This design comes from an exercise in tuning for small area, a short achievable clock period and few clock cycles on the open sky130 flow, not from production work.
Only simulation tests tie the RTL to the original design; equivalence was not proved.

### flow/design.v
module zmc_pdiv #(
    parameter J = 0               
) (
    input  [J+31:0] rem_in,
    input  [30:0]   den,
    output [J+30:0] rem_out,      
    output          qbit
);
    wire [31:0] top  = rem_in[J+31:J];
    wire [32:0] diff = {1'b0, top} - {2'b00, den};
    assign qbit = !diff[32];
    wire [30:0] ntop = qbit ? diff[30:0] : top[30:0];
    generate
        if (J > 0) begin : g_lo
            assign rem_out = {ntop, rem_in[J-1:0]};
        end else begin : g_nolo
            assign rem_out = ntop;
        end
    endgenerate
endmodule
module zmc_profile #(
    parameter PPR = 2000    
) (
    input             clk,
    input             rst,
    input             in_valid,
    output            in_ready,
    input             in_op,
    input      [31:0] in_now,
    input      [15:0] in_start,
    input      [15:0] in_target,
    input      [15:0] in_time,
    input      [15:0] in_tad,
    output reg        out_valid,
    output     [15:0] pos_sp,
    output reg [1:0]  status
);
    localparam S_MOVING   = 2'd0;
    localparam S_COMPLETE = 2'd1;
    localparam S_REJECTED = 2'd2;
    localparam S_NOPROF   = 2'd3;
    localparam [10:0] DREG = 11'b010_1010_1010;
    function integer popc;
        input [10:0] m;
        integer k;
        begin
            popc = 0;
            for (k = 0; k < 11; k = k + 1) popc = popc + m[k];
        end
    endfunction
    localparam integer F = 3 + popc(DREG);
    reg         rdy_q;
    assign in_ready = rdy_q;
    wire        acc = in_valid && rdy_q;
    reg         v0, op0;
    reg  [31:0] now0;
    reg  [15:0] tgt0, tim0, tad0;
    reg  [10:0] st0;
    reg         active, cb;
    reg  [31:0] t0;
    reg  [15:0] pT, pTmA;
    reg  [14:0] pA;
    reg  [10:0] pStartN, pEN;         
    reg  [10:0] pStart, pE, pD;
    reg  [30:0] den0, den1;
    reg  [F:1]  vv, drv, bk, dcc, zq;
    reg  [1:0]  stt [1:F];
    wire [16:0] tdiff = {1'b0, tim0} - {1'b0, tad0};           
    wire        rej   = ({1'b0, tim0} <= {tad0, 1'b0});
    wire [14:0] kd    = (tad0[14:0] == 15'd0) ? 15'd1 : tad0[14:0];
    wire [14:0] ks    = (pA == 15'd0) ? 15'd1 : pA;
    wire [31:0] t     = now0 - t0;
    wire [15:0] t16   = t[15:0];
    wire        fin   = (t[31:16] != 16'd0) || (t16 >= pT);
    wire [15:0] u     = pT - t16;
    wire        ph_a  = (t16 < {1'b0, pA});
    wire        ph_d  = (t16 > pTmA);
    wire [16:0] tw    = {t16, 1'b0} - {2'b00, pA};
    wire        dflight = |(vv[F-1:1] & drv[F-1:1]);
    wire        dnr0    = v0 && op0 && !rej;
    wire        hold0   = dnr0 && dflight;
    wire        adv0    = v0 && !hold0;
    reg  [14:0] a1;
    reg  [16:0] b1;
    reg  [1:0]  st_s1;
    reg         dec_s1, zq_s1, bk_s1;
    always @* begin
        a1     = ks;
        b1     = tw;
        bk_s1  = cb;
        st_s1  = S_MOVING;
        dec_s1 = 1'b0;
        zq_s1  = 1'b0;
        if (op0) begin
            a1    = kd;
            b1    = {tdiff[15:0], 1'b0};
            bk_s1 = !cb;
            zq_s1 = 1'b1;
            if (rej) st_s1 = S_REJECTED;
        end else if (!active) begin
            st_s1 = S_NOPROF;
        end else if (fin) begin
            st_s1  = S_COMPLETE;
            dec_s1 = 1'b1;
            zq_s1  = 1'b1;
        end else if (ph_a) begin
            a1 = t16[14:0];
            b1 = {2'b00, t16[14:0]};
        end else if (ph_d) begin
            a1 = u[14:0];
            b1 = {2'b00, u[14:0]};
            dec_s1 = 1'b1;
        end
    end
    wire [11:0] e_s = {1'b0, tgt0[10:0]} + {2'b00, tgt0[15:11], 5'd0}
                    + {3'b000, tgt0[15:11], 4'd0};
    wire [10:0] e_m = (e_s >= 12'd2000) ? e_s - 12'd2000 : e_s[10:0];
    reg  [14:0] a_q;
    reg  [16:0] b_q;
    wire [31:0] prod = a_q * b_q;
    wire [11:0] dsub = {1'b0, pEN} - {1'b0, pStartN};
    wire [10:0] d_n  = dsub[11] ? dsub[10:0] + 11'd2000 : dsub[10:0];
    reg  [30:0] p_q;
    wire [10:0] deff = drv[2] ? 11'd0 : pD;
    wire [41:0] nn   = deff * p_q;
    wire [41:0] rs [0:11];
    wire [10:0] qs [0:11];
    wire [11:0] fv, fdrv, fdec, fzq, fbk;     
    wire [1:0]  fst [0:11];
    reg  [41:0] n_q;
    assign rs[0]   = n_q;
    assign qs[0]   = 11'd0;
    assign fv[0]   = vv[3];
    assign fdrv[0] = drv[3];
    assign fdec[0] = dcc[3];
    assign fzq[0]  = zq[3];
    assign fbk[0]  = bk[3];
    assign fst[0]  = stt[3];
    genvar s;
    generate
        for (s = 0; s < 11; s = s + 1) begin : g_div
            localparam J = 10 - s;
            wire [J+30:0] ro;
            wire          qb;
            wire [30:0]   dn = fbk[s] ? den1 : den0;
            zmc_pdiv #(.J(J)) u_step (
                .rem_in(rs[s][J+31:0]), .den(dn), .rem_out(ro), .qbit(qb)
            );
            wire [41:0] rnext = {{(11-J){1'b0}}, ro};
            wire [10:0] qnext = qs[s] | ({10'd0, qb} << J);
            if (DREG[s]) begin : g_r
                reg [41:0] r_q;
                reg [10:0] q_q;
                always @(posedge clk) begin
                    r_q <= rnext;
                    q_q <= qnext;
                end
                assign rs[s+1] = r_q;
                assign qs[s+1] = q_q;
            end else begin : g_w
                assign rs[s+1] = rnext;
                assign qs[s+1] = qnext;
            end
        end
    endgenerate
    function integer regidx;
        input integer sx;
        integer k;
        begin
            regidx = 3;
            for (k = 0; k <= sx; k = k + 1)
                if (DREG[k]) regidx = regidx + 1;
        end
    endfunction
    generate
        for (s = 0; s < 11; s = s + 1) begin : g_fl
            localparam integer RI = regidx(s);
            assign fv[s+1]   = vv[RI];
            assign fdrv[s+1] = drv[RI];
            assign fdec[s+1] = dcc[RI];
            assign fzq[s+1]  = zq[RI];
            assign fbk[s+1]  = bk[RI];
            assign fst[s+1]  = stt[RI];
        end
    endgenerate
    wire [30:0] rfin = rs[11][30:0];
    wire [10:0] qe   = fzq[11] ? 11'd0 : qs[11];
    wire        nze  = !fzq[11] && (rfin != 31'd0);
    wire [10:0] base = fdec[11] ? pE : (fdrv[11] ? pStartN : pStart);
    wire [12:0] sdn  = {2'b00, base} - {2'b00, qe} - {12'd0, nze};
    wire [12:0] sup  = {2'b00, base} + {2'b00, qe};
    wire [12:0] sdm  = sdn[12] ? sdn + 13'd2000 : sdn;
    wire [12:0] sum  = (sup >= 13'd2000) ? sup - 13'd2000 : sup;
    wire [10:0] posn = fdec[11] ? sdm[10:0] : sum[10:0];
    reg  [10:0] pos_q;
    assign pos_sp = {5'd0, pos_q};
    wire dfl_next = (adv0 && dnr0) || |(vv[F-2:1] & drv[F-2:1]);
    integer k;
    always @(posedge clk) begin
        if (rdy_q) begin
            op0  <= in_op;
            now0 <= in_now;
            tgt0 <= in_target;
            st0  <= in_start[10:0];
            tim0 <= in_time;
            tad0 <= in_tad;
        end
        if (adv0 && op0) begin
            t0   <= now0;
            pT   <= tim0;
            pA   <= tad0[14:0];
            pTmA <= tdiff[15:0];
            if (!rej) begin
                pStartN <= st0;
                pEN     <= e_m;
            end
        end
        a_q <= a1;
        b_q <= b1;
        p_q <= prod[30:0];
        n_q <= nn;
        if (vv[1] && drv[1]) begin
            if (bk[1]) den1 <= prod[30:0];
            else       den0 <= prod[30:0];
            pD <= d_n;
        end
        if (fv[11] && fdrv[11]) begin
            pStart <= pStartN;
            pE     <= pEN;
        end
        pos_q  <= posn;
        status <= fst[11];
        for (k = F; k >= 2; k = k - 1) begin
            stt[k] <= stt[k-1];
            dcc[k] <= dcc[k-1];
            zq[k]  <= zq[k-1];
            drv[k] <= drv[k-1];
            bk[k]  <= bk[k-1];
        end
        stt[1] <= st_s1;
        dcc[1] <= dec_s1;
        zq[1]  <= zq_s1;
        drv[1] <= dnr0;
        bk[1]  <= bk_s1;
        if (adv0 && dnr0) cb <= !cb;
        if (rst) begin
            rdy_q     <= 1'b1;
            v0        <= 1'b0;
            vv        <= {F{1'b0}};
            out_valid <= 1'b0;
            active    <= 1'b0;
        end else begin
            v0 <= acc || hold0;
            vv <= {vv[F-1:1], adv0};
            out_valid <= fv[11];
            if (adv0) begin
                if (op0) active <= !rej;
                else if (active && fin) active <= 1'b0;
            end
            rdy_q <= !(((acc && in_op) || hold0) && dfl_next);
        end
    end
endmodule
### flow/run.sh
#!/bin/bash
# synth_recipe.tcl (not shown) runs the flow's synth.tcl, then flattens the netlist and writes it again
# the make line also repeats each setting of config.mk as NAME=value (left out here)
make -C /OpenROAD-flow-scripts/flow DESIGN_CONFIG=/design/flow/config.mk WORK_HOME=/design/flow/orfs CLKGATE_MAP_FILE= SYNTH_SCRIPT=/design/flow/synth_recipe.tcl finish
### flow/config.mk
export PLATFORM = sky130hd
export DESIGN_NAME = zmc_profile
export DESIGN_NICKNAME = zmc_profile
export VERILOG_FILES = /design/flow/design.v
export SDC_FILE = /design/flow/constraint.sdc
export NUM_CORES = 4
export LEC_CHECK = 0
export CAP_MARGIN = 20
export CORE_MARGIN = 2
export CORE_UTILIZATION = 40
export PLACE_DENSITY = 0.6
export SLEW_MARGIN = 20
### flow/constraint.sdc
create_clock -name core_clock -period 22.0 [get_ports {clk}]
set_input_delay 4.4000 -clock core_clock [delete_from_list [all_inputs] [get_ports {clk}]]
set_output_delay 4.4000 -clock core_clock [all_outputs]
set_load 0.01 [all_outputs]
==> results.txt <==
==> worst max-delay path: cells and delay by family, from the launching register on <==
kind                       cells  cell delay, ns
DFF                            1            0.32
AOI/OAI and AO/OA             18            5.06
and+or+nand+nor                3            0.46
buffers and inverters          5            1.39
adders and majority gates      3            1.11
muxes                          2            0.65
==> path summary, 6_finish.rpt <==
| path | from | to | slack (ns) |
|---|---|---|---|
| worst max-delay path | bk[5]$_DFF_P_ | g_div[5].g_r.r_q[20]$_DFF_P_ | 12.79 |
| worst max register to register | bk[5]$_DFF_P_ | g_div[5].g_r.r_q[20]$_DFF_P_ | 12.79 |
| worst min register to register | bk[2]$_DFF_P_ | bk[3]$_DFF_P_ | 0.32 |
| worst min-delay path | bk[2]$_DFF_P_ | bk[3]$_DFF_P_ | 0.32 |
==> flip-flops by register name, summed over array words and instances, names as in the netlist, 15 cells and up <==
name,count
stt,16
g_div.g_r.r_q,180
b_q,17
pA,15
g_div.g_r.q_q,30
pTmA,16
now0,32
pT,16
tim0,16
tgt0,16
tad0,16
p_q,31
den0,31
a_q,15
n_q,42
den1,31
t0,32
==> layer usage <==
layer / vias up / GRT usage
met5: - / 0
met2: 1128 / 0.344
met4: 0 / 0.0810
met3: 312 / 0.0247
met1: 24370 / 0.262
li1: 24240 / -
==> stage by stage <==
stage                     setup slack [ns]  instances
after floorplan                      14.90       6982
after global placement               12.71       9086
after detailed placement             12.53       9086
after CTS                            12.45       9223
after global routing                 12.05       9226
final                                12.79       9229
==> kinds of logic after synthesis <==
family	Yosys count	synth area share
simple gates	1904	0.140
compound gates	1495	0.150
fa+ha+maj	1173	0.280
buf+inv	881	0.0520
flops	677	0.253
xor+xnor	441	0.0594
mux	406	0.0663
other cells	1	0.0000576
==> cell usage after synthesis, types with 17 or more instances <==
cell,instances
a31o_2,23
a21boi_0,21
dfxtp_1,388
nand2_1,734
buf_2,24
nand2b_1,72
a2111oi_0,17
clkbuf_1,166
o211ai_1,36
mux2_2,186
a211o_1,18
a21o_1,181
nor4_1,31
and3_1,55
o21ai_1,19
a211oi_1,46
ha_1,698
a21oi_1,422
buf_1,24
edfxtp_1,289
o21ai_0,286
xnor2_1,303
fa_1,475
or3_1,34
or2_2,19
a31oi_1,47
nand3_1,87
o21bai_1,51
a22oi_1,29
nor3_1,88
inv_1,655
o21a_1,96
xor2_1,138
mux2i_1,207
nor2b_1,87
o31ai_1,38
and2_1,242
nand4_1,37
a41oi_1,17
nor2_1,368
==> layout make-up <==
class	count	area, sq um	area share
flip-flops and latches	677	16500	0.232
clock buffers	105	2170	0.0306
inverters	658	2470	0.0349
diodes	4	10.0	0.000141
well taps	2175	2720	0.0384
clock inverters	32	233	0.00329
multi-input cells	5424	45300	0.640
repair buffers	154	1460	0.0206
==> impl_metrics.py <==
metrics = {
    "outcome": {
        "outcome": "finished clean",
    },
    "sta": {
        "finalCritPeriodShare": 0.419,
        "rsz0062_at_grt": "false",
        "fin_crit_ns": 9.21,
        "slew_violations": 0,
        "setup_viol": 0,
        "clock_skew_ns": 0.0176,
        "slew_headroom": 0.302,
        "worst_pin_slew_ns": 1.05,
        "hold_ws_ns": 0.322,
        "fin_setup_tns_ns": 0,
        "hold_viol": 0,
        "timing.fmax_ghz": 0.109,
    },
    "cts": {
        "cts_hold_buf": 0,
        "clock-root-buffer": "clkbuf_16",
        "cts.sinks": 677,
        "clock_latency_ns": 0.69,
        "cts_setup_buffers": 0,
        "h-tree-depth": 3,
        "cts_tree": "yes",
        "clockBufferDepth": 3,
        "path_clk_slew_ns": 0.07,
        "ctsResizeCount": 0,
        "numCtsBuffers": 76,
    },
    "route": {
        "top_layer": "met4",
        "drt-initial-drc-count": 2755,
        "dr.pass1.iters": 6,
        "wl_per_cell_um": 18.3,
        "final_antenna_net_count": 0,
        "viasPerCell": 5.42,
        "drt_wl_total_um": 169000,
        "met1_length_um": 75800,
        "drc": 0,
        "vias": 50050,
        "wl_met2_um": 78900,
        "wl_met3_um": 7280,
    },
    "synth": {
        "synth_warnings": 3,
        "yosysSeqAreaShare": 0.253,
        "synthArstFlopShare": 0,
        "synth_edf_count": 289,
        "mappedNetlistArea_sq_um": 65100,
        "synth_area_per_cell_sq_um": 9.32,
        "synth_top_area_frac": 0.146,
        "ys_top_cells_by_area": "fa_1 15%, ha_1 13%, edfxtp_1 13%",
        "synth_cell_types": 100,
        "synth_ff_type": "dfxtp_1",
        "synth.largest_area_cell": "fa_1",
        "ys_ff_latch": 677,
        "netlist_instances": 6978,
    },
    "placed_design": {
        "place_area_sq_um": 68400,
        "port_buffers": 109,
        "gp_congestion": 0.936,
        "place_hpwl_um": 135000,
    },
    "setup_path": {
        "worstPathArrival_ns": 9.78,
        "critPathSlowestCell": "a2111oi_0",
        "cp_max_fo": 44,
        "worstRegToRegCells": 31,
        "max_stage_delay_ns": 0.58,
        "start_kind": "flop",
        "cp_common_cell": "a21oi_1",
        "worst_ep_required_time_ns": 22.57,
        "critical_path_class": "flop to flop",
        "worst_setup_path_end_kind": "flop",
    },
    "finish": {
        "final_common_cell": "nand2_1",
        "drive_above_1_share": 0.0624,
        "fin_area_sq_um": 70800,
        "synthToLayoutAreaGrowth_pct": 8.87,
        "nNetsFinal": 8264,
        "layout_common_cells": "734 x nand2_1, 698 x ha_1, 655 x inv_1, 475 x fa_1, 422 x a21oi_1",
        "n_fill_cell": 15751,
        "final_core_util": 0.437,
    },
    "worst_hold_path": {
        "hold_class": "flop to flop",
        "worst_hold_path.num_cells": 0,
    },
    "floorplan": {
        "rows": 148,
        "die-area_sq_um": 166000,
        "pin_count": 120,
        "die_h_um": 407,
        "core_area_sq_um": 162000,
        "dieWidth_um": 407,
        "start_util": 0.401,
    },
    "run": {
        "drv_cap": 0,
    },
    "global_routing": {
        "track_usage": 0.203,
        "overflow": 0,
        "antenna_found_initial": 1,
        "grt_max_degree": 66,
        "grt_pass1_vias": 51280,
        "grt_pass1_wl_um": 273000,
    },
}
Testbench counts, summed over its fixed seeds: cycles 12,124.

==> separate check: timing with driven ports <==
How much do the figures lean on ideal ports? The routed layout below was timed once more, with nothing changed but the port constraints.
Step 1 assumes that a clkbuf_16 drives the clock port and a buf_2 every other input.
Step 2 also shifts input and output timing later by t, the mid clock arrival at the registers, as if the neighbouring blocks saw the same clock.
Slacks: ideal ports / drivers / drivers and shift; pairs: ideal ports / drivers.
t, ns: 0.762
slack for setup (ns): 12.791 / 12.791 / 12.791
hold slack, ns: 0.322 / 0.322 / 0.322
clock arrival spread, ns: 0.020 / 0.020
After both steps this run still meets setup and hold. For this run, drivers alone change the setup slack by 0.000 ns; drivers and shift together by 0.000 ns.
